What follows belongs to an exercise in optimizing a design on an open flow for small area; a production flow would make more cautious choices.
Only simulation tests tie the RTL to the original design; equivalence was not proved.
Power is estimated from default activity; no workload was simulated.

**design.v**
```verilog
module ibus_core (
    input  wire        clk,
    input  wire        rst,           
    input  wire        rx,            
    output reg         tx,            
    output wire        tx_en,         
    input  wire        req_valid,
    input  wire        req_send,      
    input  wire [3:0]  req_cmd,
    input  wire [3:0]  req_id,
    input  wire [2:0]  req_len,       
    input  wire [31:0] req_data,      
    output reg         dec_valid,
    output reg  [1:0]  dec_status,    
    output wire [3:0]  dec_cmd,
    output wire [3:0]  dec_id,
    output wire        frame_ready
);
    localparam [3:0] BC_IDLE = 4'd10;
    localparam [3:0] BC_PRE  = 4'd11;
    localparam [8:0] GAP_SEED = 9'h1FF;
    function [8:0] lfsr_step(input [8:0] s);
        lfsr_step = {s[7:0], s[8] ^ s[4]};
    endfunction
    function [8:0] lfsr_n(input [8:0] s, input integer n);
        integer k;
        begin
            lfsr_n = s;
            for (k = 0; k < n; k = k + 1)
                lfsr_n = lfsr_step(lfsr_n);
        end
    endfunction
    localparam [8:0] GAP_END = lfsr_n(GAP_SEED, 319);
    reg        rx_s1, rx_s2;     
    reg  [3:0] ph;               
    reg  [3:0] bc;               
    reg        busy;             
    reg  [3:0] rem;              
    reg        first;            
    reg [39:0] sr;               
    reg  [7:0] acc;              
    reg  [2:0] hi;               
    reg  [8:0] gap_lfsr;
    reg        gap_flag;
    reg  [2:0] cur;              
    reg        taken;
    assign tx_en       = busy;
    assign frame_ready = cur[2] && !taken;
    assign dec_cmd     = sr[15:12];
    assign dec_id      = sr[11:8];
    wire dec_fire  = req_valid && !req_send && !busy;
    wire send_fire = req_valid &&  req_send && !busy && (req_len <= 3'd4);
    wire dec_avail = frame_ready;
    wire bit_end  = (ph == 4'd15);
    wire in_data  = (bc != 4'd0) && (bc <= 4'd8);
    wire dshift   = bit_end && in_data;
    wire at_slot  = (bc == BC_IDLE);
    wire char_end = bit_end && (bc == 4'd9);
    wire t_body = !first && (rem >= 4'd3);
    wire t_clo  = !first && (rem == 4'd2);
    wire rx_valid    = !busy && char_end && rx_s2;
    wire rx_accept   = rx_valid && !send_fire;
    wire frame_start = rx_accept && gap_flag;
    wire rx_shift    = !busy && dshift;
    wire tx_shift = busy && dshift && t_body;
    wire tx_add   = busy && at_slot && t_body;
    wire tx_rot   = busy && dshift && (first || t_clo);
    always @(posedge clk) begin
        if (rst) begin
            rx_s1 <= 1'b1;
            rx_s2 <= 1'b1;
        end else begin
            rx_s1 <= rx;
            rx_s2 <= rx_s1;
        end
    end
    always @(posedge clk) begin
        if (bc == BC_IDLE || bc == BC_PRE)
            ph <= busy ? 4'd0 : 4'd8;
        else
            ph <= ph + 4'd1;
    end
    always @(posedge clk) begin
        if (rst) begin
            bc   <= BC_IDLE;
            busy <= 1'b0;
        end else if (send_fire) begin
            bc   <= BC_PRE;
            busy <= 1'b1;
        end else if (busy) begin
            if (bc == BC_PRE)
                bc <= BC_IDLE;
            else if (at_slot) begin
                if (rem == 4'd0)
                    busy <= 1'b0;
                else
                    bc <= 4'd0;
            end else if (bit_end)
                bc <= bc + 4'd1;
        end else begin
            if (at_slot) begin
                if (!rx_s2)
                    bc <= 4'd0;
            end else if (bit_end) begin
                if (bc == 4'd0 && rx_s2)
                    bc <= BC_IDLE;
                else
                    bc <= bc + 4'd1;
            end
        end
    end
    always @(posedge clk) begin
        if (send_fire) begin
            rem   <= 4'd4 + {1'b0, req_len};
            first <= 1'b1;
        end else if (char_end) begin
            rem   <= rem - 4'd1;
            first <= 1'b0;
        end
    end
    always @(posedge clk) begin
        if (send_fire)
            sr <= {req_data, req_cmd, req_id};
        else begin
            if (tx_shift || rx_shift)
                sr[7:0] <= {busy ? sr[8] : rx_s2, sr[7:1]};
            if (tx_shift || (rx_shift && cur == 3'd1))
                sr[15:8] <= {busy ? sr[16] : rx_s2, sr[15:9]};
            if (tx_shift)
                sr[39:16] <= {sr[39], sr[39:17]};
        end
    end
    wire [8:0] sum = {1'b0, acc} + {1'b0, sr[7:0]};
    wire       ok3 = (acc == 8'hFF) && !hi[1] && (sr[7:0] == {7'h7F, ~hi[0]});
    always @(posedge clk) begin
        if (send_fire) begin
            acc <= 8'd4 + {5'd0, req_len};
            hi  <= 3'd0;
        end else if (frame_start) begin
            acc <= sr[7:0];
            hi  <= 3'd0;
        end else if (tx_add || (rx_accept && (cur == 3'd1 || cur == 3'd2))) begin
            acc <= sum[7:0];
            hi  <= hi + {2'd0, sum[8]};
        end else if (rx_accept && cur == 3'd3) begin
            hi[2] <= ok3;
        end else if (tx_rot) begin
            acc <= {acc[0], acc[7:1]};
        end
    end
    always @(posedge clk) begin
        if (rx_accept)
            gap_lfsr <= GAP_SEED;
        else
            gap_lfsr <= lfsr_step(gap_lfsr);
    end
    always @(posedge clk) begin
        if (rst)
            gap_flag <= 1'b1;
        else if (rx_accept)
            gap_flag <= 1'b0;
        else if (gap_lfsr == GAP_END)
            gap_flag <= 1'b1;
    end
    always @(posedge clk) begin
        if (rst) begin
            cur   <= 3'd0;
            taken <= 1'b0;
        end else begin
            if (frame_start)
                cur <= 3'd1;
            else if (rx_accept && !cur[2])
                cur <= cur + 3'd1;
            if (frame_start)
                taken <= 1'b0;
            else if (send_fire || (dec_fire && dec_avail))
                taken <= 1'b1;
        end
    end
    always @(posedge clk) begin
        if (rst)
            dec_valid <= 1'b0;
        else
            dec_valid <= dec_fire;
    end
    always @(posedge clk) begin
        dec_status <= !dec_avail ? 2'd0 : hi[2] ? 2'd1 : 2'd2;
    end
    reg t_bit;
    always @(*) begin
        if (first)
            t_bit = acc[0];
        else if (t_body)
            t_bit = sr[0];
        else if (t_clo)
            t_bit = ~acc[0];
        else
            t_bit = !(bc <= 4'd3 && hi[bc[1:0] - 2'd1]);
    end
    always @(posedge clk) begin
        if (rst || !busy)
            tx <= 1'b1;
        else if (bc == 4'd0)
            tx <= 1'b0;
        else if (in_data)
            tx <= t_bit;
        else
            tx <= 1'b1;
    end
endmodule
```
**run.sh**
```bash
#!/bin/bash
# synth_recipe.tcl (not shown) runs the flow's synth.tcl, then flattens the netlist and writes it again
# the make line also repeats each setting of config.mk as NAME=value (left out here)
make -C /OpenROAD-flow-scripts/flow DESIGN_CONFIG=/design/flow/config.mk WORK_HOME=/design/flow/orfs CLKGATE_MAP_FILE= SYNTH_SCRIPT=/design/flow/synth_recipe.tcl finish
```
**config.mk**
```make
export PLATFORM = sky130hd
export DESIGN_NAME = ibus_core
export DESIGN_NICKNAME = ibus_core
export VERILOG_FILES = /design/flow/design.v
export SDC_FILE = /design/flow/constraint.sdc
export NUM_CORES = 4
export LEC_CHECK = 0
export CAP_MARGIN = 20
export CORE_MARGIN = 2
export CORE_UTILIZATION = 40
export PLACE_DENSITY = 0.6
export SLEW_MARGIN = 20
```
**constraint.sdc**
```tcl
create_clock -name core_clock -period 10.0 [get_ports {clk}]
set_input_delay 2.0000 -clock core_clock [delete_from_list [all_inputs] [get_ports {clk}]]
set_output_delay 2.0000 -clock core_clock [all_outputs]
set_load 0.01 [all_outputs]
```
==> results of run 1 <==
[cell usage in the layout (no fill, tap or decap), types with 5 or more instances in the layout]
master | Yosys | routed
nor2b_1 | 5 | 5
inv_1 | 13 | 13
a21oi_1 | 25 | 25
or2_2 | 10 | 10
and3_1 | 5 | 5
edfxtp_1 | 52 | 52
mux2i_1 | 7 | 7
xnor2_1 | 9 | 9
dfxtp_1 | 33 | 33
nor2_1 | 24 | 24
nor3_1 | 12 | 12
clkbuf_8 | 0 | 9
clkdlybuf4s50_1 | 0 | 61
nand3_1 | 8 | 8
ha_1 | 23 | 23
o21ai_0 | 21 | 19
a21o_1 | 5 | 5
nand2_1 | 127 | 127
[worst reg2reg max path, stage by stage, from the launching register on]
cell and delay, ns:
dfxtp_1 0.31, buf_4 0.23, and3b_1 0.27, nand2_1 0.07
buf_4 0.43, inv_2 0.51, nor3b_2 0.60, nor3_1 0.10
a21o_1 0.18
[sequential cells by signal (all words and copies together) (netlist names)]
name / count
rx_s1: 1
hi: 3
rx_s2: 1
dec_valid: 1
first: 1
dec_status: 2
taken: 1
acc: 8
gap_lfsr: 9
gap_flag: 1
rem: 4
busy: 1
sr: 40
bc: 4
cur: 3
ph: 4
tx: 1
[cells by family after synthesis]
family          after synthesis  share of synthesized area, %
compound gates               77                          11.1
buf+inv                      38                          4.20
fa+ha+maj                    25                          7.11
flops                        85                          49.7
simple gates                228                          24.0
xor+xnor                     12                          2.35
mux                           7                          1.57
[path summary, 6_finish.rpt]
path / start / endpoint / slack, ns / cells after the start
hold reg to reg: rx_s1 / rx_s2 / 0.42 / 1
setup / recovery: req_len[2] / acc[5] / 5.49 / 8
setup reg to reg: busy / acc[5] / 7.05 / 8
hold / removal: rx_s1 / rx_s2 / 0.42 / 1
[through the flow]
stage               cell area [um^2]  hold slack [ns]
floorplan                       4470            0.389
global placement                5150            0.395
detailed placement              5150            0.403
CTS                             5330            0.424
global route                    5340            0.452
finish                          5340            0.420
[power by group through the flow]
| stage | logic (mW) | registers (mW) | clock network [mW] |
|---|---|---|---|
| 2_1_floorplan | 0.0857 | 0.430 | 0 |
| 3_3_place_gp | 0.124 | 0.435 | 0 |
| 3_5_place_dp | 0.125 | 0.436 | 0 |
| 4_1_cts | 0.126 | 0.428 | 0.242 |
| 5_1_grt | 0.140 | 0.432 | 0.254 |
| 6_report | 0.124 | 0.428 | 0.237 |
[layer usage]
metal  vias to the layer above  wire length [um]  global-route usage, %
li1                       1741                 -                      -
met1                      1684              4630                   23.6
met2                        78              4860                   28.0
met3                        19               497                   4.27
met4                         0               211                   8.32
met5                         -                 0                      0
[cell type report]
class,instances,area (um^2),area share (%)
clock inverters,6,53.8,1.01
repair buffers,64,633,11.9
flip-flops and latches,85,2220,41.6
well taps,140,175,3.28
clock buffers,10,128,2.39
multi-input cells,349,2070,38.9
inverters,14,52.6,0.984
==> flow_metrics.py, run 1 <==
metrics = {
    "synthesis": {
        "async_flop_share_pct": 0,
        "ys_seq_elements": 85,
        "synthTopCellsByCount": "nand2_1, edfxtp_1, dfxtp_1, a21oi_1, nor2_1",
        "synth_enable_flop_cells": 52,
        "syn_area_mm2": 0.00447,
        "yosysMostFrequentCell": "nand2_1",
        "avgSynthCellArea_um2": 9.48,
        "ys_warn_count": 1,
        "ys_seq_area_share_pct": 49.7,
        "synth_flop_cell": "edfxtp_1",
        "yosys-top-cells-area": "edfxtp_1, dfxtp_1, nand2_1",
        "ys_types": 56,
        "synth_top_area_share_pct": 34.9,
        "yosys.area.top_type": "edfxtp_1",
        "syn_inst": 472,
        "syn-num-nets": 544,
    },
    "final_layout": {
        "layout.nets": 595,
        "finish.utilization_pct": 49.0,
        "drive_above_1_share_pct": 6.06,
        "diodes": 0,
        "syn2layout_area_growth_pct": 19.4,
        "fin_cells": 668,
        "final.fill_count": 1065,
    },
    "run_status": {
        "status": "timing/DRC/antenna clean",
    },
    "pwr": {
        "power_frac_clock_pct": 30.1,
        "p_sw_share_pct": 25.8,
        "combPwrFrac_pct": 15.7,
        "ir_drop_v": 0.0000989,
        "p_leak_nw": 2.15,
        "finalPower_mw": 0.788,
        "switching_power_mw": 0.203,
        "internal_power_mw": 0.585,
        "cellPowerDensity_mw_per_mm2": 148,
        "pwr-share-seq_pct": 54.2,
    },
    "detailed_routing": {
        "drc": 0,
        "routedWlPerCell_um": 15.3,
        "vias": 3522,
        "drtIter0Drc": 260,
        "wl_um": 10200,
        "viasPerCell": 5.27,
        "antenna_left": 0,
        "dr.pass1.iters": 4,
    },
    "timing": {
        "fmax_mhz": 222,
        "skew_ns": 0.0109,
        "post-route-min-period_ns": 4.51,
        "hold_violations": 0,
        "max_slew.worst_pin.slew_ns": 0.910,
        "period_share_pct": 45.1,
        "slew_headroom_pct": 39.3,
        "postLayoutSetupSlackWorst_ns": 5.49,
        "setup_viol": 0,
        "setup-tns-final_ns": 0,
        "slew_violations": 0,
        "rsz0062_at_grt": "false",
    },
    "grt": {
        "antenna_found_initial": 0,
        "grt_first_pass_wirelength_um": 16500,
        "grt_max_degree": 55,
        "grt_pass1_vias": 3373,
        "grt_util_all_layers_pct": 18.0,
        "grt-ovfl-total": 0,
    },
    "floorplanning": {
        "die_w_um": 110,
        "rows": 38,
        "num_io_pins": 62,
        "start_util_pct": 41.1,
        "die_h_um": 110,
        "dieArea_mm2": 0.0120,
        "core-area_mm2": 0.0109,
    },
    "worst_setup_path": {
        "crit_type": "in2reg",
        "critPathLaunchType": "input pin",
        "critPathSlowestCell": "nor3b_2",
        "worstPathCellList": "clkdlybuf4s50_1 -> o21ai_1 -> nand2_1 -> buf_4 -> inv_2 -> nor3b_2 -> nor3_1 -> a21o_1",
        "path_max_fanout": 54,
        "crit_family": "buffers and inverters",
        "path_buf_inv": 3,
        "worstPathArrival_ns": 4.65,
        "end_kind": "register",
        "max_stage_delay_ns": 0.57,
        "cp_data_required_time_ns": 10.14,
    },
    "clocking": {
        "cts_resized": 0,
        "clock_latency_ns": 0.37,
        "clk_pin_slew_worst_paths_ns": 0.08,
        "cts-buffers-inserted": 9,
        "cts_sinks": 85,
        "cts_hold_buffers": 0,
        "clockBufferDepth": 2,
        "cts_tree": "done",
        "cts_htree_levels": 3,
        "postCtsSetupBuffers": 0,
        "root_buffer": "clkbuf_8",
    },
    "placement": {
        "dp_cells": 652,
        "hpwl_um": 7220,
        "gp_congestion": 0.888,
        "port_buffers": 61,
        "dpl_worst_slack_ns": 5.12,
    },
    "hold_path": {
        "hp-class": "reg2reg",
    },
    "job": {
        "cap_violations": 0,
    },
}
==> inputs of run 2 (changes only) <==
--- a/design.v
+++ b/design.v
@@ -63,8 +63,6 @@
     wire frame_start = rx_accept && gap_flag;
     wire rx_shift    = !busy && dshift;
     wire tx_shift = busy && dshift && t_body;
-    wire tx_add   = busy && at_slot && t_body;
-    wire tx_rot   = busy && dshift && (first || t_clo);
     always @(posedge clk) begin
         if (rst) begin
             rx_s1 <= 1'b1;
@@ -130,23 +128,38 @@
                 sr[39:16] <= {sr[39], sr[39:17]};
         end
     end
-    wire [8:0] sum = {1'b0, acc} + {1'b0, sr[7:0]};
-    wire       ok3 = (acc == 8'hFF) && !hi[1] && (sr[7:0] == {7'h7F, ~hi[0]});
+    reg        cy;               
+    reg        pend;             
+    wire       last  = (bc == 4'd8);
+    wire       add_en = busy ? t_body : pend;
+    wire       a_in  = add_en && sr[0];
+    wire       s_bit = acc[0] ^ a_in ^ cy;
+    wire       c_out = (acc[0] & a_in) | (acc[0] & cy) | (a_in & cy);
+    wire       rot   = dshift && (busy || pend);
+    wire       ok3   = (acc == 8'hFF) && !hi[1] && (sr[7:0] == {7'h7F, ~hi[0]});
     always @(posedge clk) begin
         if (send_fire) begin
             acc <= 8'd4 + {5'd0, req_len};
             hi  <= 3'd0;
+            cy  <= 1'b0;
         end else if (frame_start) begin
-            acc <= sr[7:0];
-            hi  <= 3'd0;
-        end else if (tx_add || (rx_accept && (cur == 3'd1 || cur == 3'd2))) begin
-            acc <= sum[7:0];
-            hi  <= hi + {2'd0, sum[8]};
+            acc     <= 8'd0;
+            hi[1:0] <= 2'd0;
+            cy      <= 1'b0;
+        end else if (rot) begin
+            acc <= {s_bit, acc[7:1]};
+            cy  <= c_out && !last;
+            if (last)
+                hi <= hi + {2'd0, c_out};
         end else if (rx_accept && cur == 3'd3) begin
             hi[2] <= ok3;
-        end else if (tx_rot) begin
-            acc <= {acc[0], acc[7:1]};
-        end
+        end
+    end
+    always @(posedge clk) begin
+        if (rx_accept && (frame_start || cur == 3'd1 || cur == 3'd2))
+            pend <= 1'b1;
+        else if (rx_shift && last)
+            pend <= 1'b0;
     end
     always @(posedge clk) begin
         if (rx_accept)
@@ -155,7 +168,7 @@
             gap_lfsr <= lfsr_step(gap_lfsr);
     end
     always @(posedge clk) begin
-        if (rst)
+        if (rst || send_fire)            
             gap_flag <= 1'b1;
         else if (rx_accept)
             gap_flag <= 1'b0;
@@ -183,8 +196,12 @@
         else
             dec_valid <= dec_fire;
     end
-    always @(posedge clk) begin
-        dec_status <= !dec_avail ? 2'd0 : hi[2] ? 2'd1 : 2'd2;
+    reg avail_q;                 
+    always @(posedge clk) begin
+        avail_q <= dec_avail;
+    end
+    always @(*) begin
+        dec_status = {avail_q && !hi[2], avail_q && hi[2]};
     end
     reg t_bit;
     always @(*) begin
==> flow/run.sh (new file) <==
#!/bin/bash
# Standard layout, but the port buffers are the smallest buffer cell
# instead of the delay cell that buffer_ports picks by default.
set -euo pipefail
export BUFFER_PORTS_ARGS="-buffer_cell sky130_fd_sc_hd__buf_1"
bash standard.sh > standard.log 2>&1
==> standard.sh (new file) <==
#!/bin/bash
# synth_recipe.tcl (not shown) runs the flow's synth.tcl, then flattens the netlist and writes it again
# the make line also repeats each setting of config.mk as NAME=value (left out here)
make -C /OpenROAD-flow-scripts/flow DESIGN_CONFIG=/design/flow/config.mk WORK_HOME=/design/flow/orfs CLKGATE_MAP_FILE= SYNTH_SCRIPT=/design/flow/synth_recipe.tcl "${@:-finish}"
removed: run.sh
==> run 2 against run 1 <==
Against the previous run: synthesized area is 5.2% lower; register-to-register slack worse by 0.53 ns; power decreased by 0.73%; clock skew increased by 0.0049 ns; highest routed layer unchanged.
==> flow_metrics.py, run 2 <==
metrics = {
    "run_status": {
        "status": "timing/DRC/antenna clean",
    },
    "worst_setup_path": {
        "crit_type": "in2reg",
        "path_max_fanout": 48,
        "critPathSlowestCell": "clkinv_2",
        "critPathLaunchType": "input pin",
        "worstPathArrival_ns": 4.54,
        "worstPathCellList": "buf_1 -> o21a_1 -> or2_1 -> buf_4 -> clkinv_2 -> a21oi_2 -> nand2_1",
        "reg2reg_slack_ns": 6.52,
        "max_stage_delay_ns": 0.66,
        "end_kind": "register",
        "cp_data_required_time_ns": 10.05,
        "crit_family": "buffers and inverters",
        "path_buf_inv": 3,
    },
    "floorplanning": {
        "dieArea_mm2": 0.0114,
        "start_util_pct": 41.1,
        "rows": 37,
        "core-area_mm2": 0.0103,
        "die_h_um": 107,
        "num_io_pins": 62,
        "die_w_um": 107,
    },
    "grt": {
        "grt_max_degree": 49,
        "antenna_found_initial": 0,
        "grt-ovfl-total": 0,
        "grt_first_pass_wirelength_um": 14600,
        "grt_pass1_vias": 3105,
        "grt_util_all_layers_pct": 16.5,
    },
    "timing": {
        "slew_violations": 0,
        "setup_viol": 0,
        "skew_ns": 0.0158,
        "hold_violations": 0,
        "fmax_mhz": 223,
        "max_slew.worst_pin.slew_ns": 0.756,
        "setup-tns-final_ns": 0,
        "hold_ws_ns": 0.416,
        "period_share_pct": 44.9,
        "post-route-min-period_ns": 4.49,
        "slew_headroom_pct": 49.5,
        "rsz0062_at_grt": "false",
    },
    "final_layout": {
        "final_area_mm2": 0.00467,
        "syn2layout_area_growth_pct": 10.2,
        "mostFrequentLayoutCell": "nand2_1",
        "largest_register": "sr",
        "layout_common_cells": "nand2_1, buf_1, edfxtp_1",
        "final.fill_count": 1011,
        "diodes": 0,
        "drive_above_1_share_pct": 6.72,
        "largest_reg_flops": 40,
        "fin_cells": 627,
        "reg_top3": "sr (40), gap_lfsr (9), acc (8)",
        "multi_input_comb_area_mm2": 0.00178,
        "regArea_mm2": 0.00224,
        "layout.nets": 549,
    },
    "synthesis": {
        "synth_fa_ha_area_share_pct": 4.60,
        "ys_seq_area_share_pct": 52.9,
        "syn_area_mm2": 0.00424,
        "muxShareOfSynthArea_pct": 1.18,
        "syn-num-nets": 501,
        "ys_warn_count": 1,
        "yosys-top-cells-area": "edfxtp_1, dfxtp_1, nand2_1",
        "synth_xor_area_share_pct": 1.45,
        "synthTopCellsByCount": "nand2_1, edfxtp_1, dfxtp_1, nor2_1",
        "synth_compound_area_share_pct": 9.71,
        "ys_seq_elements": 86,
        "synth_enable_flop_cells": 52,
        "syn_inst": 438,
        "synth-simple-area-share_pct": 24.9,
        "async_flop_share_pct": 0,
        "synth_flop_cell": "edfxtp_1",
        "synth_top_area_share_pct": 36.8,
        "yosys.area.top_type": "edfxtp_1",
        "yosysMostFrequentCell": "nand2_1",
        "ys_types": 61,
        "avgSynthCellArea_um2": 9.68,
        "synth_top_family_by_area": "simple AND/OR/NAND/NOR gates",
    },
    "placement": {
        "gp_congestion": 0.831,
        "port_buffers": 61,
        "placed_cell_area_mm2": 0.00448,
        "hpwl_um": 6170,
        "dp_cells": 611,
    },
    "pwr": {
        "p_leak_nw": 1.85,
        "cellPowerDensity_mw_per_mm2": 167,
        "ir_drop_v": 0.0000850,
    },
    "clocking": {
        "cts_hold_buffers": 0,
        "root_buffer": "clkbuf_8",
        "postCtsSetupBuffers": 0,
        "cts_sinks": 86,
        "clockBufferDepth": 2,
        "cts_htree_levels": 3,
        "clk_pin_slew_worst_paths_ns": 0.08,
        "cts_resized": 0,
        "cts-buffers-inserted": 9,
        "clock_latency_ns": 0.37,
        "cts_tree": "done",
    },
    "detailed_routing": {
        "routedWlPerCell_um": 13.9,
        "wl_um": 8740,
        "viasPerCell": 5.00,
        "drtIter0Drc": 200,
        "vias": 3132,
        "drc": 0,
        "dr.pass1.iters": 4,
        "antenna_left": 0,
    },
    "job": {
        "cap_violations": 0,
    },
    "hold_path": {
        "hp-class": "reg2reg",
    },
}
## run 2: changes by cell type in the layout (fill, tap and decap cells not counted), moves of 5 or more
cell / before / now
a21oi_1: 25 / 14
nand2_1: 127 / 135
ha_1: 23 / 14
or2_2: 10 / 5
nor3_1: 12 / 4
clkdlybuf4s50_1: 61 / 0
o21ai_0: 19 / 13
xnor2_1: 9 / 4
buf_1: 0 / 61
## run 2: kinds of logic (layout without fill, tap and decap cells)
kind of cell | count (synthesis) | count (layout)
and+or+nand+nor | 226 | 226
DFF | 86 | 86
xor gates and xnor gates | 7 | 7
adders and majority gates | 15 | 15
muxes | 5 | 5
AOI/OAI and AO/OA | 60 | 60
buffers and inverters | 39 | 92
## run 2: final timing paths
kind	start	endpoint	cells after the start
hold reg to reg	rx_s1	rx_s2	1
setup / recovery	req_len[2]	acc[5]	7
setup reg to reg	busy	acc[5]	6
hold / removal	rx_s1	rx_s2	1
## run 2: routing by layer
layer  global-route usage [%]  vias to the layer above  share of wire (%)
li1                         -                     1595                  -
met1                     21.9                     1468                 48
met2                     25.5                       59                 47
met4                     8.16                        0                1.6
met3                     3.65                       10                3.5
met5                        0                        -                  0
## run 2: power by group
group	total, mW	internal [mW]	switching [mW]
combinational	0.127	0.0531	0.0734
clock	0.235	0.106	0.130
sequential	0.421	0.400	0.0211
## run 2: cell type report
cell class / instances / area share [%]
clock inverter: 5 / 0.857
multi-input combinational: 313 / 38.0
clock buffer: 11 / 3.24
tap: 136 / 3.64
timing repair buffer: 63 / 5.22
sequential: 86 / 48.0
inverter: 13 / 1.07
## run 2: metrics by stage
step / utilization, % / power, mW / setup slack (ns)
after floorplan: - / 0.526 / 5.86
after global placement: 43.4 / 0.552 / 5.24
after detailed placement: 43.4 / 0.555 / 5.13
after CTS: 45.3 / 0.792 / 5.53
after global routing: 45.3 / 0.826 / 5.22
final: 45.3 / 0.783 / 5.51
## run 2: worst reg2reg max path, cell delays in order (launching register included)
cell and delay [ns]:
dfxtp_1 0.74, nand3b_4 0.33, or2_1 0.12, buf_4 0.41, clkinv_2 0.68, a21oi_2 0.58
nand2_1 0.31
==> inputs of run 3 (changes only) <==
==> run.sh (new file) <==
#!/bin/bash
# synth_recipe.tcl (not shown) runs the flow's synth.tcl, then flattens the netlist and writes it again
# the make line also repeats each setting of config.mk as NAME=value (left out here)
make -C /OpenROAD-flow-scripts/flow DESIGN_CONFIG=/design/flow/config.mk WORK_HOME=/design/flow/orfs CLKGATE_MAP_FILE= SYNTH_SCRIPT=/design/flow/synth_recipe.tcl finish
removed: flow/run.sh
removed: standard.sh
==> run 3 against run 2 <==
Against the previous run: setup slack got worse by 0.40 ns; register-to-register slack got worse by 0.02 ns; non-clock buffer count stayed put; largest cell class unchanged; global-route usage increased by 0.39 points.
==> flow_metrics.py, run 3 <==
metrics = {
    "synthesis": {
        "ys_seq_area_share_pct": 52.9,
        "muxShareOfSynthArea_pct": 1.18,
        "syn_inst": 438,
        "synth_top_family_by_area": "simple AND/OR/NAND/NOR gates",
        "ys_types": 61,
        "synth_compound_area_share_pct": 9.71,
        "synth_fa_ha_area_share_pct": 4.60,
        "synth_flop_cell": "edfxtp_1",
        "synth_top_area_share_pct": 36.8,
        "synthTopCellsByCount": "nand2_1, edfxtp_1, dfxtp_1, nor2_1",
        "syn_area_mm2": 0.00424,
        "yosysMostFrequentCell": "nand2_1",
        "avgSynthCellArea_um2": 9.68,
        "synth-simple-area-share_pct": 24.9,
        "ys_warn_count": 1,
        "yosys-top-cells-area": "edfxtp_1, dfxtp_1, nand2_1",
        "synth_xor_area_share_pct": 1.45,
        "yosys.area.top_type": "edfxtp_1",
        "syn-num-nets": 501,
        "synth_enable_flop_cells": 52,
        "async_flop_share_pct": 0,
        "ys_seq_elements": 86,
    },
    "placement": {
        "port_buffers": 61,
        "gp_congestion": 0.779,
        "placed_cell_area_mm2": 0.00486,
        "hpwl_um": 6460,
    },
    "final_layout": {
        "mostFrequentLayoutCell": "nand2_1",
        "syn2layout_area_growth_pct": 18.7,
        "layout.nets": 549,
        "reg_top3": "sr (40), gap_lfsr (9), acc (8)",
        "largest_register": "sr",
        "final.fill_count": 981,
        "largest_reg_flops": 40,
        "diodes": 0,
        "layout_common_cells": "nand2_1, clkdlybuf4s50_1, edfxtp_1",
        "final_area_mm2": 0.00503,
        "drive_above_1_share_pct": 6.31,
    },
    "clocking": {
        "clockBufferDepth": 2,
        "cts_tree": "done",
        "cts_hold_buffers": 0,
        "cts_sinks": 86,
        "cts_htree_levels": 3,
        "cts-buffers-inserted": 9,
        "clock_latency_ns": 0.36,
        "postCtsSetupBuffers": 0,
        "cts_resized": 0,
        "root_buffer": "clkbuf_8",
        "clk_pin_slew_worst_paths_ns": 0.08,
    },
    "timing": {
        "post-route-min-period_ns": 4.88,
        "hold_violations": 0,
        "fmax_mhz": 205,
        "skew_ns": 0.0156,
        "setup_viol": 0,
        "max_slew.worst_pin.slew_ns": 0.787,
        "slew_headroom_pct": 47.5,
        "setup-tns-final_ns": 0,
        "period_share_pct": 48.8,
        "rsz0062_at_grt": "false",
        "slew_violations": 0,
    },
    "pwr": {
        "ir_drop_v": 0.0000575,
        "p_leak_nw": 2.01,
        "cellPowerDensity_mw_per_mm2": 155,
    },
    "grt": {
        "grt_max_degree": 49,
        "grt-ovfl-total": 0,
        "antenna_found_initial": 0,
        "grt_first_pass_wirelength_um": 15100,
        "grt_util_all_layers_pct": 16.9,
        "grt_pass1_vias": 3104,
    },
    "worst_setup_path": {
        "worstPathCellList": "clkdlybuf4s50_1 -> o21a_1 -> or2_1 -> buf_4 -> clkinv_2 -> a21oi_2 -> nand2_1",
        "path_max_fanout": 48,
        "worstPathArrival_ns": 4.93,
        "max_stage_delay_ns": 0.67,
        "crit_type": "in2reg",
        "cp_data_required_time_ns": 10.04,
        "r2r-start": "busy",
        "critPathSlowestCell": "clkinv_2",
        "path_buf_inv": 3,
        "critPathLaunch": "req_len[2]",
        "end_kind": "register",
        "crit_family": "buffers and inverters",
        "critPathLaunchType": "input pin",
    },
    "floorplanning": {
        "die_h_um": 107,
        "rows": 37,
        "core-area_mm2": 0.0103,
        "start_util_pct": 41.1,
        "dieArea_mm2": 0.0114,
        "num_io_pins": 62,
        "die_w_um": 107,
    },
    "hold_path": {
        "hp-start": "rx_s1",
        "hp-class": "reg2reg",
    },
    "detailed_routing": {
        "routedWlPerCell_um": 14.5,
        "viasPerCell": 5.04,
        "drtIter0Drc": 163,
        "dr.pass1.iters": 4,
        "wl_um": 9060,
        "antenna_left": 0,
        "vias": 3160,
        "drc": 0,
    },
    "run_status": {
        "status": "timing/DRC/antenna clean",
    },
    "job": {
        "cap_violations": 0,
    },
}
==> run 3: changes by cell type in the layout (fill, tap and decap cells not counted), sizes merged <==
cell           before  now
clkinvlp            3    1
inv                14   13
buf                63    2
clkinv              1    4
clkdlybuf4s50       0   61
==> run 3: logic make-up after synthesis <==
logic type,after synthesis
multiplexers,5
flip-flops,86
AO/OA/AOI/OAI,60
adder cells (fa/ha/maj),15
XOR/XNOR,7
AND/OR/NAND/NOR,226
buffers and inverters,39
==> run 3: through the flow <==
stage               total power, mW  std cells  setup slack, ns  hold slack [ns]  util [%]
global route                  0.819        627             4.80            0.432      48.7
detailed placement            0.570        611             4.78            0.394      47.1
CTS                           0.785        627             5.17            0.412      48.7
floorplan                     0.526        438             5.86            0.389         -
global placement              0.567        611             4.85            0.394      47.1
finish                        0.779        627             5.12            0.411      48.7
==> run 3: cell type report <==
class,instances,area [um^2],area share [%]
well taps,136,170,3.38
multi-input cells,313,1780,35.3
flip-flops and latches,86,2240,44.6
inverters,13,50.0,0.995
repair buffers,63,626,12.4
clock buffers,11,131,2.61
clock inverters,5,35.0,0.697
==> run 3: metal layers <==
layer	share of wire (%)	vias up	track usage (%)
li1	-	1597	-
met1	48	1482	23.2
met2	46	65	26.4
met3	3.2	16	2.61
met4	2.3	0	7.42
met5	0	-	0
==> run 3: worst paths after layout <==
path | to | cells after the start | slack, ns
max | acc[3] | 7 | 5.12
min | rx_s2 | 1 | 0.41
max reg2reg | acc[3] | 6 | 6.50
min reg2reg | rx_s2 | 1 | 0.41
==> run 3: power by group <==
part | internal (mW) | switching [mW]
sequential | 0.400 | 0.0216
combinational | 0.0670 | 0.0744
clock | 0.0909 | 0.125

[static timing again, ports no longer ideal]
The results above use ideal ports. As a check the final layouts listed here were re-extracted and re-timed, cells and wires unchanged. Step 1, drivers: a clkbuf_16 drives clk and a buf_2 each remaining input, both assumed. Step 2 also shifts input and output timing later by t, the mid clock arrival at the registers, as if the neighbouring blocks saw the same clock. Slacks: ideal / step 1 / step 2; pairs: ideal / step 1.
run | t, ns | setup WS [ns] | worst data-port slew with drivers (ns)
run 1 | 0.400 | 5.489 / 5.489 / 5.089 | 0.04
run 2 | 0.393 | 5.514 / 5.521 / 5.128 | 0.04
run 3 | 0.384 | 5.115 / 5.121 / 4.737 | 0.04
After both steps setup and hold are still met in every run listed. The setup slack of run 1, which loses most, moves by 0.000 ns with the drivers and by -0.400 ns with both steps.
